From an optimization exercise on the open Yosys and OpenROAD flow, aimed at small area, a short achievable clock period and few clock cycles; shortcuts taken in it are not production practice. Function was checked by simulation only, so behaviour that the tests miss may differ from the original. No activity file was given, so power comes from the tool's default toggle rates.

$ cat config.mk
export PLATFORM = sky130hd
export DESIGN_NAME = x16rp_rle
export DESIGN_NICKNAME = x16rp_rle
export VERILOG_FILES = /design/flow/design.v
export SDC_FILE = /design/flow/constraint.sdc
export NUM_CORES = 4
export LEC_CHECK = 0
export CAP_MARGIN = 20
export CORE_MARGIN = 2
export CORE_UTILIZATION = 40
export PLACE_DENSITY = 0.6
export SLEW_MARGIN = 20
$ cat constraint.sdc
create_clock -name core_clock -period 12.0 [get_ports {clk}]
set_input_delay 2.4000 -clock core_clock [delete_from_list [all_inputs] [get_ports {clk}]]
set_output_delay 2.4000 -clock core_clock [all_outputs]
set_load 0.01 [all_outputs]
$ cat design.v
module x16rp_rle (
    input  wire        clk,
    input  wire        rst,
    input  wire        reg_we,
    input  wire [5:0]  reg_addr,
    input  wire [31:0] reg_wdata,
    output reg  [31:0] reg_rdata,
    output wire        mem_req,
    output wire        mem_we,
    output wire [15:0] mem_addr,
    output wire [7:0]  mem_wdata,
    input  wire        mem_ready,
    input  wire [7:0]  mem_rdata,
    output wire        irq
);
    localparam [5:0] A_IDENT = 6'h00, A_CTRL = 6'h01, A_CMD = 6'h02, A_STATUS = 6'h03,
                     A_SRC_BASE = 6'h04, A_SRC_LEN = 6'h05, A_DST_BASE = 6'h06,
                     A_DST_CAP = 6'h07, A_IDX_BASE = 6'h08, A_IDX_CAP = 6'h09,
                     A_PAL_BASE = 6'h0A, A_PAL_COUNT = 6'h0B, A_MAGIC = 6'h0C,
                     A_IN_COUNT = 6'h0D, A_OUT_COUNT = 6'h0E, A_IDX_COUNT = 6'h0F,
                     A_TILE_COUNT = 6'h10, A_ERR_INFO = 6'h11;
    localparam [1:0] OP_LIN = 2'd1, OP_TILE = 2'd2, OP_RLE = 2'd3;
    localparam [3:0] E_CMD = 4'd1, E_WINDOW = 4'd2, E_LEN = 4'd3, E_GEOM = 4'd4,
                     E_DSTOVF = 4'd6, E_IDXOVF = 4'd7, E_ABORT = 4'd8;
    localparam [3:0] S_IDLE = 4'd8, S_GEOM = 4'd9, S_REP = 4'd10, S_HDR = 4'd11, S_RLE = 4'd12;
    reg [10:0] ctrl_lo;
    reg [5:0]  ctrl_mw;
    reg [31:0] src_base, src_len, dst_base, dst_cap;
    reg [31:0] idx_base, idx_cap, pal_base, pal_count, magic;
    reg        st_done, st_err, st_rej, st_padded;
    reg [3:0]  st_errcode;
    reg [31:0] err_info;
    reg [16:0] in_cnt, out_cnt, idx_cnt;
    reg [1:0]  lop;           
    reg [2:0]  tob;           
    reg [3:0]  state;
    wire       busy = (state != S_IDLE);
    reg [1:0]  c_bin, c_bout;
    reg        c_tw, c_th, c_idx, c_pad, c_hdr, c_pal;
    reg [5:0]  c_mw;
    reg [16:0] rem;           
    reg [15:0] src_ptr;
    reg [15:0] dst_ptr;
    reg [16:0] dcap;
    reg [15:0] aux_ptr;       
    reg [16:0] aux_cap;       
    reg        sbig, dbig, abig;
    reg        rf, rf_first;      
    reg [7:0]  cur, nxt, acc;
    reg        cv, cur_idx, nv, nxt_first;
    reg [2:0]  jx, acc_n;
    reg [3:0]  t_xb, t_ln;
    reg [5:0]  t_col;
    reg [4:0]  d_idx;
    reg [5:0]  d_rem;
    reg        d_f;
    function [3:0] q4;
        input [7:0] n;
        reg [11:0] t;
        begin
            t  = {4'd0, n} * 12'd15 + 12'd135;
            q4 = t[11:8];
        end
    endfunction
    function [7:0] spread;
        input [7:0] x;
        input [1:0] bi, bo;
        begin
            case ({bi, bo})
                4'b00_01: spread = {1'b0, x[7], 1'b0, x[6], 1'b0, x[5], 1'b0, x[4]};
                4'b00_10: spread = {3'b0, x[7], 3'b0, x[6]};
                4'b00_11: spread = {7'b0, x[7]};
                4'b01_10: spread = {2'b0, x[7:6], 2'b0, x[5:4]};
                4'b01_11: spread = {6'b0, x[7:6]};
                4'b10_11: spread = {4'b0, x[7:4]};
                default:  spread = x;
            endcase
        end
    endfunction
    function [3:0] chunk;
        input [7:0] x;
        input [1:0] bi, bo;
        begin
            case ({bi, bo})
                4'b01_00: chunk = {x[6], x[4], x[2], x[0]};
                4'b10_00: chunk = {2'b0, x[4], x[0]};
                4'b10_01: chunk = {x[5:4], x[1:0]};
                4'b11_00: chunk = {3'b0, x[0]};
                4'b11_01: chunk = {2'b0, x[1:0]};
                default:  chunk = x[3:0];
            endcase
        end
    endfunction
    wire        cmd_wr   = reg_we && (reg_addr == A_CMD);
    wire [1:0]  w_op     = reg_wdata[1:0];
    wire        w_valid  = (reg_wdata[31:2] == 30'd0) && (w_op != 2'd0);
    wire        w_nop    = (reg_wdata == 32'd0) || (reg_wdata == 32'd8);
    wire        ev_start = cmd_wr && !busy && w_valid;
    wire        ev_ecmd  = cmd_wr && !busy && !w_valid && !w_nop;
    wire        ev_abort = cmd_wr && busy && (reg_wdata == 32'd8);
    wire        w1c      = reg_we && (reg_addr == A_STATUS);
    wire sbig_w = (|src_base[31:17]) | (|src_len[31:17]) |
                  (src_base[16] & ((|src_base[15:0]) | (|src_len[16:0])));
    wire dbig_w = (|dst_base[31:17]) | (|dst_cap[31:17]) |
                  (dst_base[16] & ((|dst_base[15:0]) | (|dst_cap[16:0])));
    wire ibig_w = (|idx_base[31:17]) | (|idx_cap[31:17]) |
                  (idx_base[16] & ((|idx_base[15:0]) | (|idx_cap[16:0])));
    wire pbig_w = (|pal_base[31:17]) | (|pal_count[31:15]) |
                  (pal_base[16] & ((|pal_base[15:0]) | (|pal_count[14:0])));
    wire        st_pre   = !state[3];
    wire        st_geom  = (state == S_GEOM);
    wire        st_rep   = (state == S_REP);
    wire        st_hdr   = (state == S_HDR);
    wire        st_rle   = (state == S_RLE);
    wire [2:0]  pk       = state[2:0];
    wire        is_tile  = (lop == OP_TILE);
    wire        idx_on   = is_tile && c_idx;
    wire        has_pal  = (lop == OP_RLE) && c_pal;
    wire        expm     = (c_bout >= c_bin);
    wire [1:0]  dd_e     = c_bout - c_bin;      
    wire [1:0]  dd_c     = c_bin - c_bout;      
    wire [2:0]  r_m1     = (3'd1 << dd_e) - 3'd1;
    wire [2:0]  rc_m1    = (3'd1 << dd_c) - 3'd1;
    wire        rd_left  = (rem != 17'd0);
    wire        pal_left = has_pal && (aux_cap != 17'd0);
    wire        dst_full = (out_cnt == dcap);
    wire        idx_full = (idx_cnt == aux_cap);
    reg  [16:0] pa, pb;
    always @(*) begin
        case (pk)
            3'd0:    begin pa = {1'b0, src_ptr}; pb = rem;  end
            3'd1:    begin pa = {1'b0, dst_ptr}; pb = dcap; end
            3'd2:    begin pa = aux_cap;         pb = {aux_cap[15:0], 1'b0}; end
            default: begin pa = {1'b0, aux_ptr}; pb = has_pal ? idx_cnt : aux_cap; end
        endcase
    end
    wire [17:0] psum  = {1'b0, pa} + {1'b0, pb};
    wire        p_gt  = psum[17] | (psum[16] & (|psum[15:0]));
    wire        s_nz  = (rem != 17'd0);
    wire        d_nz  = (dcap != 17'd0);
    wire        a_nz  = (aux_cap != 17'd0);
    wire [16:0] ca_l  = {1'b0, (pk == 3'd6) ? dst_ptr : src_ptr};
    wire [16:0] ca_r  = (pk == 3'd4) ? out_cnt : idx_cnt;
    wire [16:0] cb_l  = {1'b0, (pk == 3'd4) ? dst_ptr : aux_ptr};
    wire [16:0] cb_r  = (pk == 3'd6) ? out_cnt : in_cnt;
    wire        p_nz2 = (pk == 3'd4) ? (s_nz & d_nz) : (pk == 3'd5) ? (s_nz & a_nz) : (d_nz & a_nz);
    wire        p_ov  = p_nz2 & (ca_l < ca_r) & (cb_l < cb_r);
    wire        p_last = (pk == 3'd6) || (pk == 3'd4 && !idx_on && !has_pal);
    wire        pre_fail = st_pre && ((pk == 3'd0 && (sbig | p_gt)) || (pk == 3'd1 && (dbig | p_gt)) ||
                                      (pk == 3'd3 && (abig | p_gt)) || (pk >= 3'd4 && p_ov));
    wire [7:0]  pre_info = (pk == 3'd0) ? 8'h01 : (pk == 3'd1) ? 8'h02 :
                           (pk == 3'd3) ? (idx_on ? 8'h03 : 8'h04) :
                           (pk == 3'd4) ? 8'h21 : (pk == 3'd5) ? 8'h31 :
                           (idx_on ? 8'h32 : 8'h42);
    wire        pre_ok   = st_pre && p_last && !pre_fail;
    wire        pre_exit = st_pre && (pre_fail || p_last);
    wire [2:0]  len_msk  = (c_bout == 2'd0) ? 3'd7 : (c_bout == 2'd1) ? 3'd3 :
                           (c_bout == 2'd2) ? 3'd1 : 3'd0;
    wire [2:0]  elen_r   = (rem[2:0] << (2'd3 - c_bin)) & len_msk;
    wire        elen_fail = pre_ok && (lop == OP_LIN) && !c_pad && (elen_r != 3'd0);
    wire [3:0]  g_sh   = 4'd3 + {3'd0, c_tw} + {3'd0, c_th} + {2'd0, c_bin};
    wire [6:0]  g_mapw = {1'b0, c_mw} + 7'd1;
    wire [6:0]  g_t    = {d_rem, rem[d_idx]};
    wire        g_ge   = (g_t >= g_mapw);
    wire [6:0]  g_sub  = g_t - g_mapw;
    wire        g_done = !d_f && (d_idx < {1'b0, g_sh});
    wire [7:0]  g_low  = rem[7:0] & ~(8'hFF << g_sh);
    wire [16:0] g_info = ({11'd0, d_rem} << g_sh) | {9'd0, g_low};
    wire        g_err  = (d_rem != 6'd0) || (g_low != 8'd0);
    wire        geom_fail = ((pre_ok && is_tile) || st_geom) && g_done && g_err;
    wire [2:0]  twb_sh   = {2'b0, c_tw} + {1'b0, c_bin};
    wire [3:0]  twb_m1   = ~(4'hF << twb_sh);                    
    wire [3:0]  th_m1    = {c_th, 3'b111};
    wire [15:0] rowb_f   = {9'd0, g_mapw} << twb_sh;             
    wire [15:0] d_line   = rowb_f - {12'd0, twb_m1};
    wire [15:0] d_tile   = 16'd1 + rowb_f - (rowb_f << (c_th ? 3'd4 : 3'd3));
    wire        xb_end   = (t_xb == twb_m1);
    wire        ln_end   = (t_ln == th_m1);
    wire        col_end  = (t_col == c_mw);
    wire [15:0] src_step = (!is_tile || !xb_end) ? 16'd1 :
                           !ln_end ? d_line :
                           !col_end ? d_tile : 16'd1;
    wire        t_first  = (t_xb == 4'd0) && (t_ln == 4'd0);
    wire        e_last = !cur_idx && (jx == r_m1);
    wire        e_rd   = rd_left && (cv ? (e_last && !rf && !nv) : 1'b1);
    wire        e_wr   = cv && !e_rd;
    wire        c_padw = !cv && !nv && !rd_left && !rf && (acc_n != 3'd0);
    wire        c_rd   = !cv && !nv && rd_left && !(rf && rf_first && idx_on);
    wire        c_wr   = cv || nv || c_padw;
    wire        tokp   = cv || cur_idx;
    wire        r_rd   = !tokp && !nv && (pal_left || rd_left);
    wire        rd_req = st_rep ? (expm ? e_rd : c_rd) : (st_rle && r_rd);
    wire        wr_req = st_rep ? (expm ? e_wr : c_wr) : (st_hdr || (st_rle && tokp));
    wire        wr_idx = st_rep && (expm ? cur_idx : (!cv && nv));
    wire        rd_pal = st_rle && pal_left;
    wire [3:0]  pad_sh  = 4'd8 - ({1'b0, acc_n} << (2'd3 - dd_c));
    wire [7:0]  acc_pad = acc << pad_sh;
    wire sel_spread = st_rep && expm && !cur_idx;
    wire sel_idxn   = st_rep && expm && cur_idx;
    wire sel_cur    = st_hdr || (!(st_rep && expm) && cv);
    wire sel_nxt    = !st_hdr && !(st_rep && expm) && !cv && (st_rle || nv);
    wire sel_pad    = st_rep && !expm && !cv && !nv;
    assign mem_wdata = ({8{sel_spread}} & spread(cur, c_bin, c_bout)) |
                       ({8{sel_idxn}}   & {4'd0, cur[7:4]}) |
                       ({8{sel_cur}}    & cur) |
                       ({8{sel_nxt}}    & nxt) |
                       ({8{sel_pad}}    & acc_pad);
    wire full_err = wr_req && (wr_idx ? idx_full : dst_full);
    assign mem_req  = (rd_req | wr_req) & ~full_err;
    assign mem_we   = wr_req;
    assign mem_addr = ((rd_req && rd_pal) || (wr_req && wr_idx)) ? aux_ptr :
                      rd_req ? src_ptr : dst_ptr;
    wire rd_go     = rd_req && mem_ready;
    wire wr_go     = wr_req && !full_err && mem_ready;
    wire src_go    = rd_go && !rd_pal;
    wire pal_go    = rd_go && rd_pal;
    wire dst_go    = wr_go && !wr_idx;
    wire idx_go    = wr_go && wr_idx;
    wire [7:0] acc_new = (acc << (4'd8 >> dd_c)) | {4'd0, chunk(mem_rdata, c_bin, c_bout)};
    wire       e_free  = !cv || (wr_go && e_last);
    wire       tok_done = wr_go && !(cv && cur_idx);
    wire       tok_free = !tokp || tok_done;
    wire       src_arr  = rf && !rf_first;
    wire [3:0] r_x      = nv ? t_xb : mem_rdata[3:0];
    wire       r_xv     = nv || src_arr;
    wire       run_act  = jx[0];
    wire       r_brk    = run_act && !(r_x == t_ln && acc != 8'd255);
    wire       r_flush  = !r_xv && !rd_left && !pal_left && !rf && run_act && tok_free;
    wire       r_tok    = (r_xv && r_brk && tok_free) || r_flush;
    wire [7:0] tok_b0   = (acc < 8'd15) ? {acc[3:0], t_ln} : {4'hF, t_ln};
    wire [7:0] tok_b1   = acc - 8'd15;
    wire [3:0] q4_rd    = q4(mem_rdata);
    wire       pal_arr  = rf && rf_first;
    wire e_ok   = !rd_left && !rf && !nv && e_free;
    wire c_ok   = !rd_left && !rf && !nv && ((acc_n == 3'd0) ? (!cv || wr_go) : (c_padw && wr_go));
    wire r_ok   = !rd_left && !pal_left && !rf && !nv && !run_act && tok_free;
    wire eng_ok = !full_err && ((st_rep && (expm ? e_ok : c_ok)) || (st_rle && r_ok));
    wire eng_err_nab = pre_fail || elen_fail || geom_fail || full_err;
    wire abort_now = ev_abort && !eng_err_nab && !eng_ok;
    wire eng_err = eng_err_nab || abort_now;
    wire [3:0]  eng_code = pre_fail ? E_WINDOW : elen_fail ? E_LEN : geom_fail ? E_GEOM :
                           full_err ? (wr_idx ? E_IDXOVF : E_DSTOVF) : E_ABORT;
    wire [16:0] eng_info = pre_fail ? {9'd0, pre_info} : elen_fail ? {14'd0, elen_r} :
                           geom_fail ? g_info : full_err ? (wr_idx ? idx_cnt : out_cnt) : 17'd0;
    wire act_rep = st_rep && !full_err;
    wire act_rle = st_rle && !full_err;
    wire in_inc = (act_rep && (expm ? (e_free && (nv || rf)) : rf)) ||
                  (act_rle && ((src_arr && (!tokp || tok_done)) || (nxt_first && tok_done)));
    wire [3:0]  tob_sh   = {1'b0, tob} + 4'd3;
    wire [16:0] tile_cnt = (lop == OP_TILE) ? (out_cnt >> tob_sh) : 17'd0;
    always @(*) begin
        case (reg_addr)
            A_IDENT:      reg_rdata = 32'h0000_0001;
            A_CTRL:       reg_rdata = {10'd0, ctrl_mw, 5'd0, ctrl_lo};
            A_STATUS:     reg_rdata = {23'd0, st_padded, st_errcode, st_rej, st_err, st_done, busy};
            A_SRC_BASE:   reg_rdata = src_base;
            A_SRC_LEN:    reg_rdata = src_len;
            A_DST_BASE:   reg_rdata = dst_base;
            A_DST_CAP:    reg_rdata = dst_cap;
            A_IDX_BASE:   reg_rdata = idx_base;
            A_IDX_CAP:    reg_rdata = idx_cap;
            A_PAL_BASE:   reg_rdata = pal_base;
            A_PAL_COUNT:  reg_rdata = pal_count;
            A_MAGIC:      reg_rdata = magic;
            A_IN_COUNT:   reg_rdata = {15'd0, in_cnt};
            A_OUT_COUNT:  reg_rdata = {15'd0, out_cnt};
            A_IDX_COUNT:  reg_rdata = {15'd0, idx_cnt};
            A_TILE_COUNT: reg_rdata = {15'd0, tile_cnt};
            A_ERR_INFO:   reg_rdata = err_info;
            default:      reg_rdata = 32'd0;
        endcase
    end
    assign irq = ctrl_lo[10] & (st_done | st_err);
    wire [31:0] wd_r = reg_wdata & {32{~rst}};
    always @(posedge clk) begin
        if ((reg_we && reg_addr == A_CTRL) || rst) begin
            ctrl_lo <= wd_r[10:0]; ctrl_mw <= wd_r[21:16];
        end
        if ((reg_we && reg_addr == A_SRC_BASE)  || rst) src_base  <= wd_r;
        if ((reg_we && reg_addr == A_SRC_LEN)   || rst) src_len   <= wd_r;
        if ((reg_we && reg_addr == A_DST_BASE)  || rst) dst_base  <= wd_r;
        if ((reg_we && reg_addr == A_DST_CAP)   || rst) dst_cap   <= wd_r;
        if ((reg_we && reg_addr == A_IDX_BASE)  || rst) idx_base  <= wd_r;
        if ((reg_we && reg_addr == A_IDX_CAP)   || rst) idx_cap   <= wd_r;
        if ((reg_we && reg_addr == A_PAL_BASE)  || rst) pal_base  <= wd_r;
        if ((reg_we && reg_addr == A_PAL_COUNT) || rst) pal_count <= wd_r;
        if ((reg_we && reg_addr == A_MAGIC)     || rst) magic     <= wd_r;
    end
    wire ev_err   = busy && eng_err;
    wire ev_ok    = busy && eng_ok;
    wire cnt_clr  = rst || ev_ecmd || pre_exit;
    wire pad_done = act_rep && !expm && c_padw && wr_go;
    always @(posedge clk) begin
        st_done <= !rst && (ev_ok || (st_done && !(w1c && reg_wdata[1]) && !ev_start && !ev_ecmd));
        st_err  <= !rst && (ev_err || ev_ecmd || (st_err && !(w1c && reg_wdata[2]) && !ev_start));
        st_rej  <= !rst && ((cmd_wr && busy && !w_nop) || (st_rej && !(w1c && reg_wdata[3])));
        st_padded <= !rst && (pad_done || (st_padded && !ev_start && !ev_ecmd));
        if (rst || ev_start || ev_ecmd || ev_err) begin
            st_errcode <= (rst || ev_start) ? 4'd0 : ev_ecmd ? E_CMD : eng_code;
            err_info   <= (rst || ev_start) ? 32'd0 : ev_ecmd ? reg_wdata : {15'd0, eng_info};
        end
        if (cnt_clr || (st_pre && pk == 3'd0) || in_inc)
            in_cnt <= cnt_clr ? 17'd0 : (st_pre ? psum[16:0] : in_cnt + 17'd1);
        if (cnt_clr || (st_pre && pk == 3'd1) || dst_go)
            out_cnt <= cnt_clr ? 17'd0 : (st_pre ? psum[16:0] : out_cnt + 17'd1);
        if (cnt_clr || (st_pre && (pk == 3'd2 || pk == 3'd3)) || idx_go)
            idx_cnt <= cnt_clr ? 17'd0 : (st_pre ? psum[16:0] : idx_cnt + 17'd1);
        if (rst)
            lop <= 2'd0;
        else if (ev_start)
            lop <= w_op;
        if (ev_start) begin
            tob  <= {2'd0, ctrl_lo[4]} + {2'd0, ctrl_lo[5]} + {1'b0, ctrl_lo[3:2]};
            sbig <= sbig_w; dbig <= dbig_w;
            abig <= w_op[0] ? pbig_w : ibig_w;
        end
    end
    always @(posedge clk) begin
        if (rst)
            state <= S_IDLE;
        else if (!busy)
            state <= ev_start ? 4'd0 : S_IDLE;
        else if (eng_err || eng_ok)
            state <= S_IDLE;
        else if (st_pre)
            state <= !p_last ? ((pk == 3'd1) ? (has_pal ? 4'd2 : idx_on ? 4'd3 : 4'd4) :
                                (pk == 3'd4) ? (idx_on ? 4'd5 : 4'd6) : {1'b0, pk + 3'd1}) :
                     (lop == OP_RLE) ? (c_hdr ? S_HDR : S_RLE) :
                     (is_tile && !g_done) ? S_GEOM : S_REP;
        else if (st_geom && g_done)
            state <= S_REP;
        else if (st_hdr && wr_go && t_col[1:0] == 2'd3)
            state <= S_RLE;
        d_f <= rst || (!busy && reg_we && (reg_addr == A_CTRL || reg_addr == A_SRC_LEN)) ||
               (busy && !st_pre && !st_geom);
        if (d_f) begin
            d_idx <= 5'd16;
            d_rem <= 6'd0;
        end else if (!g_done) begin
            d_idx <= d_idx - 5'd1;
            d_rem <= g_ge ? g_sub[5:0] : g_t[5:0];
        end
    end
    always @(posedge clk) begin
        if (!busy) begin
            c_bin <= ctrl_lo[1:0]; c_bout <= ctrl_lo[3:2];
            c_tw <= ctrl_lo[4]; c_th <= ctrl_lo[5]; c_idx <= ctrl_lo[6];
            c_pad <= ctrl_lo[7]; c_hdr <= ctrl_lo[8]; c_pal <= ctrl_lo[9];
            c_mw <= ctrl_mw;
            dcap <= dst_cap[16:0];
        end
        if (!busy || src_go) begin
            rem     <= busy ? rem - 17'd1 : src_len[16:0];
            src_ptr <= busy ? src_ptr + src_step : src_base[15:0];
        end
        if (!busy || dst_go)
            dst_ptr <= busy ? dst_ptr + 16'd1 : dst_base[15:0];
        if (!busy || idx_go || pal_go)
            aux_ptr <= busy ? aux_ptr + 16'd1 : (reg_wdata[0] ? pal_base[15:0] : idx_base[15:0]);
        if (!busy || (pal_go && acc_n == 3'd2))
            aux_cap <= busy ? aux_cap - 17'd1 : (reg_wdata[0] ? {2'd0, pal_count[14:0]} : idx_cap[16:0]);
    end
    always @(posedge clk) begin
        if (!busy) begin
            rf <= 1'b0;
            cv <= 1'b0; cur_idx <= 1'b0; nv <= 1'b0; nxt_first <= 1'b0;
            jx <= 3'd0; acc_n <= 3'd0;
            cur <= magic[7:0]; nxt <= magic[15:8]; acc <= magic[23:16];
            t_ln <= reg_wdata[0] ? magic[31:28] : 4'd0;
            t_xb <= reg_wdata[0] ? magic[27:24] : 4'd0;
            t_col <= 6'd0;
        end else begin
            rf <= rd_go;
            if (rd_go)
                rf_first <= st_rle ? rd_pal : t_first;
            if (src_go && is_tile) begin
                t_xb <= xb_end ? 4'd0 : t_xb + 4'd1;
                if (xb_end) begin
                    t_ln <= ln_end ? 4'd0 : t_ln + 4'd1;
                    if (ln_end)
                        t_col <= col_end ? 6'd0 : t_col + 6'd1;
                end
            end
            if (act_rep && expm) begin
                if (wr_go) begin
                    if (cur_idx)
                        cur_idx <= 1'b0;
                    else begin
                        jx  <= e_last ? 3'd0 : jx + 3'd1;
                        cur <= cur << (4'd8 >> dd_e);
                    end
                end
                if (e_free) begin
                    if (nv || rf) begin
                        cur     <= nv ? nxt : mem_rdata;
                        cur_idx <= (nv ? nxt_first : rf_first) && idx_on;
                    end
                    cv <= nv || rf;
                    nv <= 1'b0;
                end else if (rf) begin
                    nxt <= mem_rdata; nv <= 1'b1; nxt_first <= rf_first;
                end
            end
            if (act_rep && !expm) begin
                if (wr_go) begin
                    if (cv)
                        cv <= 1'b0;
                    else if (nv)
                        nv <= 1'b0;
                    else
                        acc_n <= 3'd0;
                end
                if (rf) begin
                    if (acc_n == rc_m1) begin
                        cur <= acc_new; cv <= 1'b1; acc_n <= 3'd0;
                    end else begin
                        acc <= acc_new; acc_n <= acc_n + 3'd1;
                    end
                    if (rf_first && idx_on) begin
                        nv <= 1'b1; nxt <= {4'd0, mem_rdata[7:4]};
                    end
                end
            end
            if (st_hdr && wr_go) begin
                cur <= nxt; nxt <= acc; acc <= {t_ln, t_xb};
                t_col[1:0] <= t_col[1:0] + 2'd1;
            end
            if (act_rle) begin
                if (wr_go) begin
                    if (cv) cv <= 1'b0;
                    else    cur_idx <= 1'b0;
                end
                if (pal_go)
                    acc_n <= (acc_n == 3'd2) ? 3'd0 : acc_n + 3'd1;
                if (pal_arr) begin
                    if (acc_n == 3'd1)
                        acc[3:0] <= q4_rd;
                    else if (acc_n == 3'd2)
                        acc[7:4] <= q4_rd;
                    else begin
                        cur <= {acc[7:4], q4_rd}; nxt <= {4'd0, acc[3:0]};
                        cv <= 1'b1; cur_idx <= 1'b1;
                    end
                end
                if (src_arr && tokp && !tok_done)
                    nxt_first <= 1'b1;
                else if (tok_done)
                    nxt_first <= 1'b0;
                if (r_tok) begin
                    cur <= tok_b0; nxt <= tok_b1;
                    cv <= 1'b1; cur_idx <= (acc >= 8'd15);
                end
                if (r_xv) begin
                    if (!run_act || r_brk && tok_free) begin
                        jx[0] <= 1'b1; t_ln <= r_x; acc <= 8'd0;
                    end else if (!r_brk)
                        acc <= acc + 8'd1;
                    nv <= r_brk && !tok_free;
                    if (r_brk && !tok_free)
                        t_xb <= r_x;
                end else if (r_flush)
                    jx[0] <= 1'b0;
            end
        end
    end
endmodule
$ cat run.sh
#!/bin/bash
# synth_recipe.tcl (not shown) runs the flow's synth.tcl, then flattens the netlist and writes it again
# the make line also repeats each setting of config.mk as NAME=value (left out here)
make -C /OpenROAD-flow-scripts/flow DESIGN_CONFIG=/design/flow/config.mk WORK_HOME=/design/flow/orfs CLKGATE_MAP_FILE= SYNTH_SCRIPT=/design/flow/synth_recipe.tcl finish
==> results of run 1 <==
-- layer usage --
metal / wire length (um) / up-vias
li1: - / 15339
met3: 25800 / 411
met1: 75200 / 17746
met2: 75300 / 2679
met4: 9200 / 12
met5: 79 / -
-- flip-flops by register name (all words and copies together), names as in the netlist, 32 cells and up --
register and cells:
pal_base 32, magic 32, idx_cap 32, pal_count 32, src_len 32, idx_base 32
err_info 32, src_base 32, dst_cap 32, dst_base 32
-- report_power, final --
| group | total (mW) | switching [mW] | internal [mW] |
|---|---|---|---|
| Combinational | 1.30 | 0.781 | 0.516 |
| Sequential | 2.74 | 0.336 | 2.40 |
| Clock | 2.21 | 0.979 | 1.23 |
| Total | 6.25 | 2.10 | 4.15 |
-- final cells by class --
class	count	area share, %
multi-input combinational	3053	47.8
sequential	585	38.3
clock buffer	82	4.08
timing repair buffer	196	3.93
tap	1276	3.63
clock inverter	46	1.30
inverter	110	0.949
antenna	4	0.0227
-- layout by cell type, fill, tap and decap left out, drive strengths merged, types with 21 or more instances in the layout --
master | Yosys | routed
mux4 | 21 | 21
clkinv | 2 | 35
clkdlybuf4s50 | 0 | 106
and3 | 32 | 32
and2 | 40 | 40
a31oi | 45 | 45
mux2 | 34 | 34
a22oi | 144 | 144
or3 | 23 | 23
o21ai | 223 | 223
a222oi | 22 | 22
edfxtp | 514 | 514
a21oi | 211 | 211
ha | 163 | 163
o31ai | 28 | 28
nand3 | 135 | 135
clkbuf | 247 | 82
a21o | 44 | 44
o22ai | 22 | 22
a221oi | 52 | 52
xnor2 | 129 | 129
xor2 | 95 | 95
buf | 45 | 90
nor4 | 93 | 93
nor3 | 80 | 80
mux2i | 164 | 164
fa | 21 | 21
nand2 | 381 | 381
nor2b | 69 | 69
nor2 | 310 | 310
a211oi | 88 | 88
nand4 | 61 | 61
a22o | 57 | 57
inv | 108 | 110
dfxtp | 71 | 71
-- through the flow --
| step | cells | worst slack (ps) | power, mW | cell area (sq um) | utilization [%] |
|---|---|---|---|---|---|
| after detailed placement | 5220 | 3820 | 4.01 | 41600 | 42.9 |
| after floorplan | 4040 | 5480 | 3.46 | 39300 | - |
| final | 5352 | 3510 | 6.25 | 44000 | 45.4 |
| after global placement | 5220 | 3920 | 4.02 | 41600 | 42.9 |
| after CTS | 5348 | 3540 | 6.19 | 44000 | 45.4 |
| after global routing | 5348 | 3470 | 6.43 | 44000 | 45.4 |
-- worst paths after layout --
| path | slack [ps] | endpoint |
|---|---|---|
| hold reg to reg | 500 | dcap[3] |
| setup / recovery | 3510 | mem_req |
| setup reg to reg | 3830 | idx_cnt[11] |
| hold / removal | 500 | dcap[3] |
-- cells by family (layout without fill, tap and decap cells) --
family / count (synthesis) / after routing / share of synthesized area (%)
mux: 219 / 219 / 6.38
other cells: 2 / 7 / 0.0191
buf+inv: 402 / 434 / 3.91
compound gates: 1113 / 1113 / 19.4
simple gates: 1308 / 1308 / 16.1
xor+xnor: 224 / 224 / 4.99
fa+ha+maj: 186 / 186 / 6.31
flops: 585 / 585 / 42.9
-- worst reg2reg max path: stages, from the launching register on --
cell	delay (ps)
sky130_fd_sc_hd__dfxtp_1	360
sky130_fd_sc_hd__inv_1	100
sky130_fd_sc_hd__ha_1	480
sky130_fd_sc_hd__nor2b_2	630
sky130_fd_sc_hd__buf_4	460
sky130_fd_sc_hd__a22oi_1	180
sky130_fd_sc_hd__nand2_1	100
sky130_fd_sc_hd__o21ai_0	80
sky130_fd_sc_hd__a22oi_1	260
sky130_fd_sc_hd__ha_1	260
sky130_fd_sc_hd__inv_1	80
sky130_fd_sc_hd__fa_1	450
sky130_fd_sc_hd__nor2b_1	230
sky130_fd_sc_hd__o211ai_1	170
sky130_fd_sc_hd__a21oi_1	250
sky130_fd_sc_hd__o21bai_1	120
sky130_fd_sc_hd__a21boi_0	440
sky130_fd_sc_hd__o211ai_1	170
sky130_fd_sc_hd__o41ai_1	1160
sky130_fd_sc_hd__a31oi_1	190
sky130_fd_sc_hd__or3_1	360
sky130_fd_sc_hd__buf_4	290
sky130_fd_sc_hd__inv_1	230
sky130_fd_sc_hd__nand3_1	650
==> impl_metrics.toml, run 1 <==
[synth]
yosysSeqAreaShare_pct = 42.9
synth_warnings = 1
synth_cell_type_count = 99
post_synth_inst_count = 4039
synth_enable_flop_cells = 514
ys_seq_elements = 585
synthTopCellsByArea = "sky130_fd_sc_hd__edfxtp_1 (39%), sky130_fd_sc_hd__ha_1 (5.2%), sky130_fd_sc_hd__mux2i_1 (4.2%), sky130_fd_sc_hd__nand2_1 (3.6%), sky130_fd_sc_hd__dfxtp_1 (3.6%)"
share_of_yosys_cell_area_claimed_by_the_top_area_cell_type_pct = 39.3
yosys.cell_count.top_type = "sky130_fd_sc_hd__edfxtp_1"
synth_area_sq_um = 39300
post_synth.cell_area_avg_sq_um = 9.73
synth_top_cell_by_area = "sky130_fd_sc_hd__edfxtp_1"
synth_top_cells_by_count = "sky130_fd_sc_hd__edfxtp_1 (514), sky130_fd_sc_hd__nand2_1 (379), sky130_fd_sc_hd__nor2_1 (310), sky130_fd_sc_hd__clkbuf_1 (246), sky130_fd_sc_hd__o21ai_0 (214)"
async_reset_ff_share_pct = 0
ys.flop_type = "sky130_fd_sc_hd__edfxtp_1"

[routing]
detailroute.via_count = 36187
detail_route.vias_per_cell = 6.76
total_length_of_routed_wires_um = 186000
detail_route.wl_per_cell_um = 34.7
post-route-drc-count = 0
dr.pass1.iters = 7
antenna_left = 0
dr.first_iter.drc_count = 6238

[placement]
place_hpwl_um = 142000
final_weighted_congestion_of_routability_driven_global_placement = 1.04
port_buffers = 108

[layout]
multi_input_comb_area_sq_um = 21000
final_layout_size_suffix_gt1_share_pct = 7.96
finish.net_count = 4250
areaGrowthSynthToFinish_pct = 12.0
regArea_sq_um = 16900
final.fill_count = 9332

[grt]
globalRouteMet2Util_pct = 50.3
largest_net_degree_at_the_start_of_global_routing = 71
met1_usage_pct = 50.5
first_global_vias = 32860
groute.usage.overall_pct = 35.7
grt_use_met3_pct = 10.9
antenna_found_initial = 20
grt_peak_use_layer = "met1"
grt_first_pass_wirelength_um = 258000
overflow = 0

[timing]
post_route_fraction_of_the_period_consumed_by_the_critical_path_pct = 70.7
finalCriticalPeriod_ps = 8490
final-max-slew-violation-count = 0
fin_hold_ws_ps = 499
setup_tns_ps = 0
setup_violations = 0
unrepaired_setup_endpoints_after_global_routing = "no"
worst_slew_margin_rel_pct = 11.5
tightest_slew_ps = 1320
max_freq_mhz = 118
final.setup_skew_ps = 66.8
hold_viol = 0

[setup_path]
critical_path.startpoint = "c_bin[1]"
timing.critical_path.arrival_ps = 6090
worst-endpoint-required_ps = 9600
cp_max_fo = 24
reg2reg_depth = 23
cp_max_stage_delay_ps = 1010
crit_top_cell = "sky130_fd_sc_hd__buf_4"
cp-end-kind = "output port"
criticalPathCategory = "flip-flop to output port"
worst_path_dominant_cell_family = "buffers and inverters"
critical_path_depth = 13
reg2reg_from = "state[0]"
crit_buf_inv = 5
timing.critical_path.slowest_stage_cell = "sky130_fd_sc_hd__mux2i_1"
critPathLaunchType = "flip-flop"
cells_along_the_critical_path = "buf_4 > inv_1 > ha_1 > a21boi_1 > mux2i_1 > nor2_2 > buf_4 > nand3_1 > and2_1 > nor2_1 > buf_4 > a21oi_1 > clkdlybuf4s50_1"

[hold_path]
min-delay-start = "dst_cap[3]"
timing.hold.worst_path_depth = 0
timing.hold.worst.class = "flip-flop to flip-flop"

[clock_network]
clk_root_buffer_cell = "sky130_fd_sc_hd__clkbuf_16"
cts.sink_count = 585
clkLatencyLatePin_ps = 670
cts_repair_resize_count = 0
cts_max_level = 3
clock_path_buffers = 3
cts_hold_repair.buffers = 0
tritoncts = "built"
postCtsSetupBuffers = 0
numCtsBuffers = 70
clock_pin_transition_on_the_worst_setup_and_hold_timing_paths_ps = 60

[outcome]
outcome = "finished clean"

[floorplanning]
die_area_sq_um = 101000
die_w_um = 317
initial_utilization_pct = 40.5
io_pins = 109
floorplan.core_area_sq_um = 97000
rows = 114
die_height_um = 317

[pwr]
static-leakage-power_nw = 15.9
p_per_area_nw_per_um2 = 142
ir_drop_uv = 116

[flow_run]
timing.max_cap.violations = 0
Testbench counts, summed over its fixed seeds: cycles 150,331.
==> run 2: changes to the inputs <==
--- a/config.mk
+++ b/config.mk
@@ -9,4 +9,5 @@
 export CORE_MARGIN = 2
 export CORE_UTILIZATION = 40
 export PLACE_DENSITY = 0.6
+export SETUP_SLACK_MARGIN = 5
 export SLEW_MARGIN = 20
==> run 2 against run 1 <==
Sequential cell count is the same; wire length grew 1.8%; largest power group unchanged; global-route usage grew 0.58 points; sequential share of layout area shrank 1.0 points; die area is the same; synthesized area is the same; design area grew 2.7%.
==> impl_metrics.toml, run 2 <==
[pwr]
ir_drop_uv = 115
report.power.total_mw = 6.28
static-leakage-power_nw = 16.7
p_per_area_nw_per_um2 = 139

[synth]
synth_area_sq_um = 39300
async_reset_ff_share_pct = 0
synth_top_cell_by_area = "sky130_fd_sc_hd__edfxtp_1"
ys.flop_type = "sky130_fd_sc_hd__edfxtp_1"
synth_top_cells_by_count = "sky130_fd_sc_hd__edfxtp_1 (514), sky130_fd_sc_hd__nand2_1 (379), sky130_fd_sc_hd__nor2_1 (310), sky130_fd_sc_hd__clkbuf_1 (246), sky130_fd_sc_hd__o21ai_0 (214)"
share_of_yosys_cell_area_claimed_by_the_top_area_cell_type_pct = 39.3
post_synth.cell_area_avg_sq_um = 9.73
yosys.cell_count.top_type = "sky130_fd_sc_hd__edfxtp_1"
synth_enable_flop_cells = 514
yosysSeqAreaShare_pct = 42.9
synth_warnings = 1
synth_cell_type_count = 99
ys_seq_elements = 585
synthTopCellsByArea = "sky130_fd_sc_hd__edfxtp_1 (39%), sky130_fd_sc_hd__ha_1 (5.2%), sky130_fd_sc_hd__mux2i_1 (4.2%), sky130_fd_sc_hd__nand2_1 (3.6%), sky130_fd_sc_hd__dfxtp_1 (3.6%)"
post_synth_inst_count = 4039

[timing]
unrepaired_setup_endpoints_after_global_routing = "no"
finalCriticalPeriod_ps = 6970
worst_slew_margin_rel_pct = 14.6
hold_viol = 0
setup_violations = 0
final.setup_skew_ps = 63.4
max_freq_mhz = 143
setup_tns_ps = 0
final-max-slew-violation-count = 0
post_route_fraction_of_the_period_consumed_by_the_critical_path_pct = 58.1
tightest_slew_ps = 1250
final.setup.worst_slack_ps = 5030

[floorplanning]
die_w_um = 317
die_area_sq_um = 101000
floorplan.core_area_sq_um = 97000
die_height_um = 317
io_pins = 109
rows = 114
initial_utilization_pct = 40.5

[grt]
largest_net_degree_at_the_start_of_global_routing = 71
overflow = 0
antenna_found_initial = 18
groute.usage.overall_pct = 36.2
grt_first_pass_wirelength_um = 262000
first_global_vias = 33339

[layout]
layout_commonest_cell = "sky130_fd_sc_hd__edfxtp_1"
areaGrowthSynthToFinish_pct = 15.1
finish.net_count = 4312
final_cell_mix = "sky130_fd_sc_hd__edfxtp_1 (514), sky130_fd_sc_hd__nand2_1 (372), sky130_fd_sc_hd__nor2_1 (291), sky130_fd_sc_hd__a21oi_1 (204), sky130_fd_sc_hd__o21ai_0 (202)"
final_layout_size_suffix_gt1_share_pct = 11.2

[routing]
total_length_of_routed_wires_um = 189000
detailroute.via_count = 36701
met2_length_um = 76900
dr.first_iter.drc_count = 6496
topRoutingLayerUsed = "met5"
detail_route.wl_per_cell_um = 34.9
route.met3.wl_um = 26100
dr.pass1.iters = 9
antenna_left = 0
detail_route.vias_per_cell = 6.78
post-route-drc-count = 0
drt-met1-wl_um = 76200

[flow_run]
timing.max_cap.violations = 0

[placement]
port_buffers = 108
place_hpwl_um = 142000
post_placement_setup_slack_ps = 3820
final_weighted_congestion_of_routability_driven_global_placement = 1.04

[clock_network]
clock_pin_transition_on_the_worst_setup_and_hold_timing_paths_ps = 60
clkLatencyLatePin_ps = 670
clk_root_buffer_cell = "sky130_fd_sc_hd__clkbuf_16"
cts.sink_count = 585
clock_path_buffers = 3
numCtsBuffers = 70
cts_hold_repair.buffers = 0
cts_max_level = 3
tritoncts = "built"

[setup_path]
cells_along_the_critical_path = "clkdlybuf4s15_2 > buf_12 > nor4_4 > and3_4 > buf_4 > a222oi_1 > o2111a_1 > nand4_1 > clkdlybuf4s15_2"
timing.critical_path.slowest_stage_cell = "sky130_fd_sc_hd__a222oi_1"
critPathLaunchType = "primary input"
timing.critical_path.arrival_ps = 4570
cp_max_fo = 6
crit_top_cell = "sky130_fd_sc_hd__clkdlybuf4s15_2"
worst-endpoint-required_ps = 9600
criticalPathCategory = "primary input to output port"
cp_max_stage_delay_ps = 560
cp-end-kind = "output port"

[hold_path]
timing.hold.worst.class = "flip-flop to flip-flop"

[outcome]
outcome = "finished clean"
==> run 2: cell counts after synthesis <==
No cell type changed its count.
==> run 2: report_power, final <==
part           leakage, nW  switching (mW)  internal, mW
Sequential            5.71           0.333          2.40
Combinational         9.84           0.806         0.534
Clock                 1.13           0.976          1.23
==> run 2: final cells by class <==
cell class | instances | area, sq um
Multi-Input combinational cell | 3056 | 21600
Fill cell | 9294 | 51800
Clock inverter | 46 | 573
Antenna cell | 5 | 12.5
Tap cell | 1276 | 1600
Sequential cell | 585 | 16900
Clock buffer | 82 | 1800
Timing Repair Buffer | 255 | 2390
Inverter | 110 | 438
==> run 2: metrics by stage <==
step	utilization [%]	std cells	area (sq um)	hold slack [ps]
2_1_floorplan	-	4040	39300	421
3_3_place_gp	42.9	5220	41600	473
5_1_grt	46.6	5410	45200	506
3_5_place_dp	42.9	5220	41600	479
6_report	46.6	5415	45200	506
4_1_cts	46.4	5403	45000	493
==> run 2: kinds of logic (layout without fill, tap and decap cells) <==
logic type	count (synthesis)	in the layout	synth area share (%)
AND/OR/NAND/NOR	1308	1309	16.1
AO/OA/AOI/OAI	1113	1115	19.4
flip-flops	585	585	42.9
buffers and inverters	402	493	3.91
XOR/XNOR	224	224	4.99
multiplexers	219	219	6.38
adder cells (fa/ha/maj)	186	186	6.31
other	2	8	0.0191
==> run 2: per-layer routing <==
layer  vias up  GRT usage (%)
met3       445           11.6
met1     17970           50.7
li1      15490              -
met2      2788           51.4
met4         8           14.8
met5         -          0.189
==> run 2: worst paths after layout <==
check | start | to | slack [ps] | cells after the start
hold / removal | dst_cap[3] | dcap[3] | 510 | 0
setup / recovery | reg_addr[3] | reg_rdata[4] | 5030 | 9
setup reg to reg | state[0] | err_info[9] | 5250 | 16
hold reg to reg | dst_cap[3] | dcap[3] | 510 | 0
==> run 2: repair_timing <==
action / 4_1_cts / 5_1_grt
cloned: 5 / 1
resized for setup: 164 / 62
setup endpoints to repair: 210 / 147
pin swaps: 33 / 5
setup buffers: 50 / 6
==> run 2: worst max-delay path: cells and delay by family <==
family	cells	cell delay, ps
buffers and inverters	4	930
AO/OA/AOI/OAI	2	850
AND/OR/NAND/NOR	3	370
==> run 3: changes to the inputs <==
--- a/design.v
+++ b/design.v
@@ -35,16 +35,23 @@
     reg [2:0]  tob;           
     reg [3:0]  state;
     wire       busy = (state != S_IDLE);
-    reg [1:0]  c_bin, c_bout;
-    reg        c_tw, c_th, c_idx, c_pad, c_hdr, c_pal;
+    reg [1:0]  c_bin;
+    reg        c_tw, c_th;
     reg [5:0]  c_mw;
     reg [16:0] rem;           
     reg [15:0] src_ptr;
     reg [15:0] dst_ptr;
-    reg [16:0] dcap;
     reg [15:0] aux_ptr;       
     reg [16:0] aux_cap;       
-    reg        sbig, dbig, abig;
+    wire [16:0] dcap   = err_info[16:0];
+    wire [1:0]  c_bout = err_info[18:17];
+    wire        c_idx  = err_info[19];
+    wire        c_pad  = err_info[20];
+    wire        c_hdr  = err_info[21];
+    wire        c_pal  = err_info[22];
+    wire        sbig   = err_info[23];
+    wire        dbig   = err_info[24];
+    wire        abig   = err_info[25];
     reg        rf, rf_first;      
     reg [7:0]  cur, nxt, acc;
     reg        cv, cur_idx, nv, nxt_first;
@@ -125,13 +132,15 @@
     wire        pal_left = has_pal && (aux_cap != 17'd0);
     wire        dst_full = (out_cnt == dcap);
     wire        idx_full = (idx_cnt == aux_cap);
+    wire        has_aux = idx_on || has_pal;
     reg  [16:0] pa, pb;
     always @(*) begin
-        case (pk)
-            3'd0:    begin pa = {1'b0, src_ptr}; pb = rem;  end
-            3'd1:    begin pa = {1'b0, dst_ptr}; pb = dcap; end
-            3'd2:    begin pa = aux_cap;         pb = {aux_cap[15:0], 1'b0}; end
-            default: begin pa = {1'b0, aux_ptr}; pb = has_pal ? idx_cnt : aux_cap; end
+        case (pk[1:0])
+            2'd0:    begin pa = {1'b0, src_ptr}; pb = rem;  end
+            2'd1:    begin pa = {1'b0, dst_ptr}; pb = dcap; end
+            2'd2:    begin pa = {1'b0, aux_ptr}; pb = aux_cap; end
+            default: begin pa = has_pal ? idx_cnt : {1'b0, aux_ptr};
+                           pb = has_pal ? {aux_cap[15:0], 1'b0} : aux_cap; end
         endcase
     end
     wire [17:0] psum  = {1'b0, pa} + {1'b0, pb};
@@ -139,19 +148,20 @@
     wire        s_nz  = (rem != 17'd0);
     wire        d_nz  = (dcap != 17'd0);
     wire        a_nz  = (aux_cap != 17'd0);
-    wire [16:0] ca_l  = {1'b0, (pk == 3'd6) ? dst_ptr : src_ptr};
-    wire [16:0] ca_r  = (pk == 3'd4) ? out_cnt : idx_cnt;
-    wire [16:0] cb_l  = {1'b0, (pk == 3'd4) ? dst_ptr : aux_ptr};
-    wire [16:0] cb_r  = (pk == 3'd6) ? out_cnt : in_cnt;
-    wire        p_nz2 = (pk == 3'd4) ? (s_nz & d_nz) : (pk == 3'd5) ? (s_nz & a_nz) : (d_nz & a_nz);
-    wire        p_ov  = p_nz2 & (ca_l < ca_r) & (cb_l < cb_r);
-    wire        p_last = (pk == 3'd6) || (pk == 3'd4 && !idx_on && !has_pal);
-    wire        pre_fail = st_pre && ((pk == 3'd0 && (sbig | p_gt)) || (pk == 3'd1 && (dbig | p_gt)) ||
-                                      (pk == 3'd3 && (abig | p_gt)) || (pk >= 3'd4 && p_ov));
-    wire [7:0]  pre_info = (pk == 3'd0) ? 8'h01 : (pk == 3'd1) ? 8'h02 :
-                           (pk == 3'd3) ? (idx_on ? 8'h03 : 8'h04) :
-                           (pk == 3'd4) ? 8'h21 : (pk == 3'd5) ? 8'h31 :
-                           (idx_on ? 8'h32 : 8'h42);
+    wire        pc1   = {2'b0, (pk[1:0] == 2'd0) ? dst_ptr : src_ptr} < psum;
+    wire        pc2   = {2'b0, (pk[1:0] == 2'd3) ? dst_ptr : aux_ptr} < psum;
+    wire        f_ds  = err_info[26], f_as = err_info[27], f_sd = err_info[28], f_ad = err_info[29];
+    wire        p_last = (pk[1:0] == 2'd3) || (pk[1:0] == 2'd1 && !has_aux);
+    wire        ov_sd = s_nz & d_nz & f_ds & (has_aux ? f_sd : pc1);
+    wire        ov_sa = idx_on & s_nz & a_nz & f_as & pc1;
+    wire        ov_da = d_nz & a_nz & f_ad & pc2;
+    wire        oob   = (pk[1:0] == 2'd0) ? (sbig | p_gt) : (pk[1:0] == 2'd1) ? (dbig | p_gt) :
+                        (pk[1:0] == 2'd3) ? (abig | p_gt) : 1'b0;
+    wire        ovl   = p_last && (ov_sd || (pk[1:0] == 2'd3 && (ov_sa || ov_da)));
+    wire        pre_fail = st_pre && (oob || ovl);
+    wire [7:0]  pre_info = oob ? ((pk[1:0] == 2'd0) ? 8'h01 : (pk[1:0] == 2'd1) ? 8'h02 :
+                                  (idx_on ? 8'h03 : 8'h04)) :
+                           ov_sd ? 8'h21 : ov_sa ? 8'h31 : (idx_on ? 8'h32 : 8'h42);
     wire        pre_ok   = st_pre && p_last && !pre_fail;
     wire        pre_exit = st_pre && (pre_fail || p_last);
     wire [2:0]  len_msk  = (c_bout == 2'd0) ? 3'd7 : (c_bout == 2'd1) ? 3'd3 :
@@ -171,15 +181,16 @@
     wire [2:0]  twb_sh   = {2'b0, c_tw} + {1'b0, c_bin};
     wire [3:0]  twb_m1   = ~(4'hF << twb_sh);                    
     wire [3:0]  th_m1    = {c_th, 3'b111};
-    wire [15:0] rowb_f   = {9'd0, g_mapw} << twb_sh;             
-    wire [15:0] d_line   = rowb_f - {12'd0, twb_m1};
-    wire [15:0] d_tile   = 16'd1 + rowb_f - (rowb_f << (c_th ? 3'd4 : 3'd3));
+    wire [15:0] rowb     = {9'd0, g_mapw} << twb_sh;             
     wire        xb_end   = (t_xb == twb_m1);
     wire        ln_end   = (t_ln == th_m1);
     wire        col_end  = (t_col == c_mw);
-    wire [15:0] src_step = (!is_tile || !xb_end) ? 16'd1 :
-                           !ln_end ? d_line :
-                           !col_end ? d_tile : 16'd1;
+    wire        st_line  = is_tile && xb_end && !ln_end;
+    wire        st_tile  = is_tile && xb_end && ln_end && !col_end;
+    wire [15:0] step_a   = (st_line || st_tile) ? rowb : 16'd0;
+    wire [15:0] step_b   = st_line ? ~{12'd0, twb_m1} :
+                           st_tile ? ~(rowb << (c_th ? 3'd4 : 3'd3)) : 16'd0;
+    wire [15:0] src_next = src_ptr + step_a + step_b + {14'd0, st_tile, !st_tile};
     wire        t_first  = (t_xb == 4'd0) && (t_ln == 4'd0);
     wire        e_last = !cur_idx && (jx == r_m1);
     wire        e_rd   = rd_left && (cv ? (e_last && !rf && !nv) : 1'b1);
@@ -288,31 +299,39 @@
     end
     wire ev_err   = busy && eng_err;
     wire ev_ok    = busy && eng_ok;
-    wire cnt_clr  = rst || ev_ecmd || pre_exit;
+    wire cnt_clr  = rst || ev_ecmd || ev_start;
     wire pad_done = act_rep && !expm && c_padw && wr_go;
     always @(posedge clk) begin
         st_done <= !rst && (ev_ok || (st_done && !(w1c && reg_wdata[1]) && !ev_start && !ev_ecmd));
         st_err  <= !rst && (ev_err || ev_ecmd || (st_err && !(w1c && reg_wdata[2]) && !ev_start));
         st_rej  <= !rst && ((cmd_wr && busy && !w_nop) || (st_rej && !(w1c && reg_wdata[3])));
         st_padded <= !rst && (pad_done || (st_padded && !ev_start && !ev_ecmd));
-        if (rst || ev_start || ev_ecmd || ev_err) begin
+        if (rst || ev_start || ev_ecmd || ev_err)
             st_errcode <= (rst || ev_start) ? 4'd0 : ev_ecmd ? E_CMD : eng_code;
-            err_info   <= (rst || ev_start) ? 32'd0 : ev_ecmd ? reg_wdata : {15'd0, eng_info};
+        if (rst || ev_start || ev_ecmd || ev_err || ev_ok)
+            err_info   <= rst ? 32'd0 :
+                          ev_start ? {6'd0, (w_op[0] ? pbig_w : ibig_w), dbig_w, sbig_w,
+                                      ctrl_lo[9:6], ctrl_lo[3:2], dst_cap[16:0]} :
+                          ev_ecmd ? reg_wdata : ev_err ? {15'd0, eng_info} : 32'd0;
+        if (cnt_clr || in_inc)
+            in_cnt <= cnt_clr ? 17'd0 : in_cnt + 17'd1;
+        if (cnt_clr || dst_go)
+            out_cnt <= cnt_clr ? 17'd0 : out_cnt + 17'd1;
+        if (cnt_clr || pre_exit || (st_pre && pk[1:0] == 2'd2) || idx_go)
+            idx_cnt <= (cnt_clr || pre_exit) ? 17'd0 : st_pre ? psum[16:0] : idx_cnt + 17'd1;
+        if (st_pre && !pre_exit && !pk[1]) begin
+            if (pk[0]) begin
+                err_info[28] <= pc1; err_info[29] <= pc2;
+            end else begin
+                err_info[26] <= pc1; err_info[27] <= pc2;
+            end
         end
-        if (cnt_clr || (st_pre && pk == 3'd0) || in_inc)
-            in_cnt <= cnt_clr ? 17'd0 : (st_pre ? psum[16:0] : in_cnt + 17'd1);
-        if (cnt_clr || (st_pre && pk == 3'd1) || dst_go)
-            out_cnt <= cnt_clr ? 17'd0 : (st_pre ? psum[16:0] : out_cnt + 17'd1);
-        if (cnt_clr || (st_pre && (pk == 3'd2 || pk == 3'd3)) || idx_go)
-            idx_cnt <= cnt_clr ? 17'd0 : (st_pre ? psum[16:0] : idx_cnt + 17'd1);
         if (rst)
             lop <= 2'd0;
         else if (ev_start)
             lop <= w_op;
         if (ev_start) begin
             tob  <= {2'd0, ctrl_lo[4]} + {2'd0, ctrl_lo[5]} + {1'b0, ctrl_lo[3:2]};
-            sbig <= sbig_w; dbig <= dbig_w;
-            abig <= w_op[0] ? pbig_w : ibig_w;
         end
     end
     always @(posedge clk) begin
@@ -323,8 +342,7 @@
         else if (eng_err || eng_ok)
             state <= S_IDLE;
         else if (st_pre)
-            state <= !p_last ? ((pk == 3'd1) ? (has_pal ? 4'd2 : idx_on ? 4'd3 : 4'd4) :
-                                (pk == 3'd4) ? (idx_on ? 4'd5 : 4'd6) : {1'b0, pk + 3'd1}) :
+            state <= !p_last ? ((pk[1:0] == 2'd1 && !has_pal) ? 4'd3 : {2'b0, pk[1:0] + 2'd1}) :
                      (lop == OP_RLE) ? (c_hdr ? S_HDR : S_RLE) :
                      (is_tile && !g_done) ? S_GEOM : S_REP;
         else if (st_geom && g_done)
@@ -343,15 +361,13 @@
     end
     always @(posedge clk) begin
         if (!busy) begin
-            c_bin <= ctrl_lo[1:0]; c_bout <= ctrl_lo[3:2];
-            c_tw <= ctrl_lo[4]; c_th <= ctrl_lo[5]; c_idx <= ctrl_lo[6];
-            c_pad <= ctrl_lo[7]; c_hdr <= ctrl_lo[8]; c_pal <= ctrl_lo[9];
+            c_bin <= ctrl_lo[1:0];
+            c_tw <= ctrl_lo[4]; c_th <= ctrl_lo[5];
             c_mw <= ctrl_mw;
-            dcap <= dst_cap[16:0];
         end
         if (!busy || src_go) begin
             rem     <= busy ? rem - 17'd1 : src_len[16:0];
-            src_ptr <= busy ? src_ptr + src_step : src_base[15:0];
+            src_ptr <= busy ? src_next : src_base[15:0];
         end
         if (!busy || dst_go)
             dst_ptr <= busy ? dst_ptr + 16'd1 : dst_base[15:0];
==> run 3 against run 2 <==
Critical path type unchanged; sequential cell count down 26; fmax fell by 1.1%; total power fell by 6.9%.
==> impl_metrics.toml, run 3 <==
[outcome]
outcome = "finished clean"

[clock_network]
numCtsBuffers = 67
clkLatencyLatePin_ps = 660
clock_pin_transition_on_the_worst_setup_and_hold_timing_paths_ps = 60
cts_hold_repair.buffers = 0
cts.sink_count = 559
cts_max_level = 3
clk_root_buffer_cell = "sky130_fd_sc_hd__clkbuf_16"
clock_path_buffers = 3
tritoncts = "built"

[timing]
setup_violations = 0
unrepaired_setup_endpoints_after_global_routing = "yes"
final-max-slew-violation-count = 0
post_route_fraction_of_the_period_consumed_by_the_critical_path_pct = 58.7
final.setup_skew_ps = 46.3
hold_viol = 0
max_freq_mhz = 142
setup_tns_ps = 0
tightest_slew_ps = 1210
final.setup.worst_slack_ps = 4950
finalCriticalPeriod_ps = 7050
worst_slew_margin_rel_pct = 19.3

[placement]
port_buffers = 108
post_placement_setup_slack_ps = 3530
final_weighted_congestion_of_routability_driven_global_placement = 1.04
placed_area_sq_um = 39700
place_hpwl_um = 121000

[layout]
final_layout_size_suffix_gt1_share_pct = 10.8
areaGrowthSynthToFinish_pct = 14.8
post-route-cell-area_sq_um = 43100
finish.net_count = 4045
regArea_sq_um = 16000
multi_input_comb_area_sq_um = 20700
layout_commonest_cell = "sky130_fd_sc_hd__edfxtp_1"
final.fill_count = 8771
final_cell_mix = "sky130_fd_sc_hd__edfxtp_1 (484), sky130_fd_sc_hd__nor2_1 (361), sky130_fd_sc_hd__nand2_1 (294), sky130_fd_sc_hd__mux2i_1 (188), sky130_fd_sc_hd__o21ai_0 (176)"

[setup_path]
cp-end-kind = "output port"
critPathLaunchType = "primary input"
r2r_setup_slack_ps = 5270
cp_max_fo = 5
critical_path.startpoint = "reg_addr[4]"
timing.critical_path.arrival_ps = 4650
worst-endpoint-required_ps = 9600
reg2reg_from = "lop[1]"
criticalPathCategory = "primary input to output port"

[synth]
fraction_of_the_mapped_netlist_area_in_adder_cells_pct = 6.70
synth_cell_type_count = 101
dominant_combinational_cell_family_by_area_after_synthesis = "compound AO/OA/AOI/OAI gates"
synth-compound-area-share_pct = 18.3
post_synth.cell_area_avg_sq_um = 9.85
post_synth_inst_count = 3809
synth_enable_flop_cells = 484
synth_warnings = 1
ys_seq_elements = 559
ys.flop_type = "sky130_fd_sc_hd__edfxtp_1"
post_synth_mux_area_share_pct = 7.30
synth_top_cells_by_count = "sky130_fd_sc_hd__edfxtp_1 (484), sky130_fd_sc_hd__nor2_1 (379), sky130_fd_sc_hd__nand2_1 (298), sky130_fd_sc_hd__clkbuf_1 (239), sky130_fd_sc_hd__mux2i_1 (188)"
async_reset_ff_share_pct = 0
share_of_yosys_cell_area_claimed_by_the_top_area_cell_type_pct = 38.7
synth_top_cell_by_area = "sky130_fd_sc_hd__edfxtp_1"
yosys.cell_count.top_type = "sky130_fd_sc_hd__edfxtp_1"
synthTopCellsByArea = "sky130_fd_sc_hd__edfxtp_1 (39%), sky130_fd_sc_hd__mux2i_1 (5.0%), sky130_fd_sc_hd__ha_1 (4.8%), sky130_fd_sc_hd__dfxtp_1 (4.0%), sky130_fd_sc_hd__nor2_1 (3.8%)"
synth_area_sq_um = 37500
yosysSeqAreaShare_pct = 42.7
synth_xor_xnor_area_share_pct = 4.81
yosys.area_share.simple_pct = 16.4

[routing]
total_length_of_routed_wires_um = 163000
dr.first_iter.drc_count = 5273
detail_route.vias_per_cell = 6.61
post-route-drc-count = 0
antenna_left = 0
dr.pass1.iters = 7
detailroute.via_count = 33898
detail_route.wl_per_cell_um = 31.7

[grt]
overflow = 0
grt_first_pass_wirelength_um = 229000
largest_net_degree_at_the_start_of_global_routing = 81
groute.usage.overall_pct = 33.1
first_global_vias = 30980
antenna_found_initial = 6

[floorplanning]
die_w_um = 310
die_height_um = 310
floorplan.core_area_sq_um = 93200
die_area_sq_um = 96200
io_pins = 109
initial_utilization_pct = 40.3
rows = 112

[pwr]
comb_power_share_pct = 20.0
static-leakage-power_nw = 15.8
switching_share_pct = 33.1
power_switching_mw = 1.94
p_per_area_nw_per_um2 = 136
internal_power_mw = 3.91
ir_drop_uv = 142
p_seq_share_pct = 44.6
pwr-share-clk_pct = 35.3

[flow_run]
timing.max_cap.violations = 0

[hold_path]
timing.hold.worst.class = "flip-flop to flip-flop"
min-delay-start = "ctrl_mw[3]"
## run 3: cell count changes in the layout (fill, tap and decap cells not counted), moves of 29 or more
cell                       previous run  this run
sky130_fd_sc_hd__nand2_1            372       294
sky130_fd_sc_hd__nor2_1             291       361
sky130_fd_sc_hd__a22oi_1            144        88
sky130_fd_sc_hd__buf_4              125        82
sky130_fd_sc_hd__a211oi_1            86        56
sky130_fd_sc_hd__edfxtp_1           514       484
sky130_fd_sc_hd__a21oi_1            204       175
## run 3: final cells by class
| type | count | share of cell area, % |
|---|---|---|
| Antenna cell | 3 | 0.0174 |
| Clock buffer | 82 | 4.05 |
| Clock inverter | 42 | 1.07 |
| Inverter | 87 | 0.796 |
| Multi-Input combinational cell | 2881 | 48.1 |
| Sequential cell | 559 | 37.2 |
| Tap cell | 1254 | 3.64 |
| Timing Repair Buffer | 221 | 5.08 |
## run 3: power groups by stage
stage	logic, mW	clock network [mW]	registers, mW
5_1_grt	1.27	2.15	2.61
3_3_place_gp	1.09	0	2.63
3_5_place_dp	1.10	0	2.63
6_report	1.17	2.07	2.61
2_1_floorplan	0.810	0	2.42
4_1_cts	1.13	2.07	2.58
## run 3: what timing repair did
item                                   4_1_cts  5_1_grt
setup buffers                               33        9
setup endpoints to repair                  163      126
endpoints found under the hold margin        0        0
pin swaps                                   26       12
gates cloned                                 2        2
gates resized for setup                    145       63
## run 3: path summary, 6_finish.rpt
kind                  end  cells after the start
min               c_mw[3]                      0
max          reg_rdata[0]                      8
max reg2reg   idx_cnt[16]                     22
min reg2reg       c_mw[3]                      0
## run 3: cell families after synthesis
family                     after synthesis
AOI/OAI and AO/OA                      976
xor gates and xnor gates               206
adders and majority gates              181
buffers and inverters                  370
DFF                                    559
muxes                                  252
and+or+nand+nor                       1265
## run 3: through the flow
step	util [%]	hold WS (ps)	power [mW]	std cells
2_1_floorplan	-	426	3.23	3809
3_3_place_gp	42.6	434	3.72	4956
3_5_place_dp	42.6	437	3.72	4956
4_1_cts	45.8	466	5.79	5115
5_1_grt	46.2	500	6.03	5126
6_report	46.2	488	5.85	5129
## run 3: critical path, stage by stage
cell,delay (ps)
sky130_fd_sc_hd__dlygate4sd2_1,290
sky130_fd_sc_hd__nor2_4,180
sky130_fd_sc_hd__nand2_1,100
sky130_fd_sc_hd__nor2_1,550
sky130_fd_sc_hd__a21oi_1,250
sky130_fd_sc_hd__o32a_1,400
sky130_fd_sc_hd__nand4_1,180
sky130_fd_sc_hd__dlygate4sd2_1,300
## run 3: routing by layer
layer | GRT usage, % | share of wire [%] | up-vias
met5 | 0 | 0.047 | -
met4 | 16.1 | 6.0 | 12
met3 | 9.76 | 13 | 451
met2 | 48.2 | 42 | 2445
met1 | 44.7 | 39 | 16463
li1 | - | - | 14527
Testbench counts of run 3, summed over its fixed seeds: cycles 150,140.
==> run 4: changes to the inputs <==
==> flow/run.sh (new file) <==
#!/bin/bash
set -euo pipefail
bash standard.sh SETUP_SLACK_MARGIN=5.7 finish > standard.log 2>&1
==> standard.sh (new file) <==
#!/bin/bash
# synth_recipe.tcl (not shown) runs the flow's synth.tcl, then flattens the netlist and writes it again
# the make line also repeats each setting of config.mk as NAME=value (left out here)
make -C /OpenROAD-flow-scripts/flow DESIGN_CONFIG=/design/flow/config.mk WORK_HOME=/design/flow/orfs CLKGATE_MAP_FILE= SYNTH_SCRIPT=/design/flow/synth_recipe.tcl "${@:-finish}"
--- a/config.mk
+++ b/config.mk
@@ -9,5 +9,4 @@
 export CORE_MARGIN = 2
 export CORE_UTILIZATION = 40
 export PLACE_DENSITY = 0.6
-export SETUP_SLACK_MARGIN = 5
 export SLEW_MARGIN = 20
removed: run.sh
==> run 4 against run 3 <==
Largest power group unchanged; largest cell class unchanged; critical path depth up 1; total power is 3.8% higher; highest routed layer unchanged; worst hold slack got worse by 8.4 ps; wire length is 6.4% higher; synthesized cell count is the same; sequential cell count did not move; first-iteration DRC count up 8.9%; global-route usage increased by 1.8 points.
==> impl_metrics.toml, run 4 <==
[floorplanning]
rows = 112
initial_utilization_pct = 40.3
io_pins = 109
floorplan.core_area_sq_um = 93200
die_height_um = 310

[clock_network]
numCtsBuffers = 68
clkLatencyLatePin_ps = 680
clk_root_buffer_cell = "sky130_fd_sc_hd__clkbuf_16"
tritoncts = "built"
clock_path_buffers = 3
cts.sink_count = 559

[synth]
synth_top_cells_by_count = "sky130_fd_sc_hd__edfxtp_1 (484), sky130_fd_sc_hd__nor2_1 (379), sky130_fd_sc_hd__nand2_1 (298), sky130_fd_sc_hd__clkbuf_1 (239), sky130_fd_sc_hd__mux2i_1 (188)"
synth_cell_type_count = 101
synth_enable_flop_cells = 484
synthTopCellsByArea = "sky130_fd_sc_hd__edfxtp_1 (39%), sky130_fd_sc_hd__mux2i_1 (5.0%), sky130_fd_sc_hd__ha_1 (4.8%), sky130_fd_sc_hd__dfxtp_1 (4.0%), sky130_fd_sc_hd__nor2_1 (3.8%)"
yosys.cell_count.top_type = "sky130_fd_sc_hd__edfxtp_1"
post_synth.cell_area_avg_sq_um = 9.85
ys_seq_elements = 559
ys.flop_type = "sky130_fd_sc_hd__edfxtp_1"
synth_area_sq_um = 37500
yosysSeqAreaShare_pct = 42.7
share_of_yosys_cell_area_claimed_by_the_top_area_cell_type_pct = 38.7
async_reset_ff_share_pct = 0
post_synth_inst_count = 3809
synth_top_cell_by_area = "sky130_fd_sc_hd__edfxtp_1"

[layout]
areaGrowthSynthToFinish_pct = 22.0
multi_input_comb_area_sq_um = 21600
layout_commonest_cell = "sky130_fd_sc_hd__edfxtp_1"
regArea_sq_um = 16000
final_cell_mix = "sky130_fd_sc_hd__edfxtp_1 (484), sky130_fd_sc_hd__nor2_1 (353), sky130_fd_sc_hd__nand2_1 (285), sky130_fd_sc_hd__mux2i_1 (185), sky130_fd_sc_hd__buf_4 (179)"
finish.net_count = 4206
final.fill_count = 8569
final_layout_size_suffix_gt1_share_pct = 19.0

[setup_path]
critPathLaunchType = "primary input"
cp_max_stage_delay_ps = 450
criticalPathCategory = "primary input to output port"
r2r_setup_slack_ps = 5830
cp_max_fo = 6
timing.critical_path.arrival_ps = 4240
worst-endpoint-required_ps = 9600
cells_along_the_critical_path = "buf_8 > buf_12 > buf_4 > buf_12 > buf_4 > mux4_2 > a221oi_2 > o2111ai_4 > buf_6"

[grt]
grt_first_pass_wirelength_um = 241000
largest_net_degree_at_the_start_of_global_routing = 97
groute.usage.overall_pct = 34.8
antenna_found_initial = 14
overflow = 0

[hold_path]
timing.hold.worst.class = "flip-flop to flip-flop"

[timing]
worst_slew_margin_rel_pct = 9.02
finalCriticalPeriod_ps = 6640
max_freq_mhz = 151
final.setup.worst_slack_ps = 5360
tightest_slew_ps = 1360
setup_violations = 0
unrepaired_setup_endpoints_after_global_routing = "yes"
setup_tns_ps = 0
final.setup_skew_ps = 46.1

[pwr]
ir_drop_uv = 123
static-leakage-power_nw = 17.1
p_per_area_nw_per_um2 = 133

[routing]
dr.pass1.iters = 8
detailroute.via_count = 35322
total_length_of_routed_wires_um = 173000
antenna_left = 0
detail_route.vias_per_cell = 6.67
detail_route.wl_per_cell_um = 32.7
dr.first_iter.drc_count = 5740

[placement]
post_placement_setup_slack_ps = 3740
final_weighted_congestion_of_routability_driven_global_placement = 1.02
port_buffers = 108

[outcome]
outcome = "finished clean"
run 4: cell counts after synthesis:
Identical to the previous run, type by type.
run 4: through the flow:
step           utilization, %  power [mW]  cell area, sq um  instances  hold slack [ps]
2_1_floorplan               -        3.24             37600       3809              426
3_3_place_gp             42.6        3.73             39700       4958              433
3_5_place_dp             42.6        3.73             39700       4958              446
4_1_cts                  47.6        5.95             44400       5212              481
5_1_grt                  49.1        6.24             45700       5286              515
6_report                 49.1        6.07             45800       5292              479
run 4: area by class of cell:
type	instances	share of cell area [%]
Antenna cell	6	0.0328
Clock buffer	76	3.81
Clock inverter	48	1.30
Inverter	87	0.749
Multi-Input combinational cell	2886	47.2
Sequential cell	559	35.1
Tap cell	1254	3.43
Timing Repair Buffer	376	8.40
run 4: what timing repair did:
action                                  CTS  global route
resized for setup                       447           193
endpoints found under the setup margin  175           158
pin swaps                               101            84
setup buffers                           115            65
cloned                                   15             8
run 4: logic make-up after synthesis:
family	synth area share (%)
buf+inv	3.77
compound gates	18.3
xor+xnor	4.81
fa+ha+maj	6.70
mux	7.30
flops	42.7
simple gates	16.4
run 4: layer usage:
metal | wire (um) | vias to the layer above | part of all wire [%] | GRT usage [%]
met5 | 149 | - | 0.086 | 0.404
met4 | 11400 | 16 | 6.6 | 18.2
met2 | 72700 | 2634 | 42 | 50.9
met3 | 23100 | 592 | 13 | 10.4
met1 | 65700 | 17222 | 38 | 46.4
li1 | - | 14858 | - | -
run 4: critical path: cells and delay by family:
family	cells	cell delay, ps
mux	1	450
compound gates	2	560
buf+inv	6	810
run 4: path summary, 6_finish.rpt:
| path | endpoint | cells past startpoint | startpoint |
|---|---|---|---|
| worst max-delay path | reg_rdata[7] | 9 | reg_addr[2] |
| worst min-delay path | acc[5] | 2 | magic[21] |
| worst max register to register | src_ptr[15] | 29 | c_bin[0] |
| worst min register to register | acc[5] | 2 | magic[21] |
run 4: power by group:
group / switching (mW) / internal, mW
Combinational: 0.737 / 0.516
Clock: 0.954 / 1.24
Sequential: 0.325 / 2.30
Total: 2.02 / 4.05
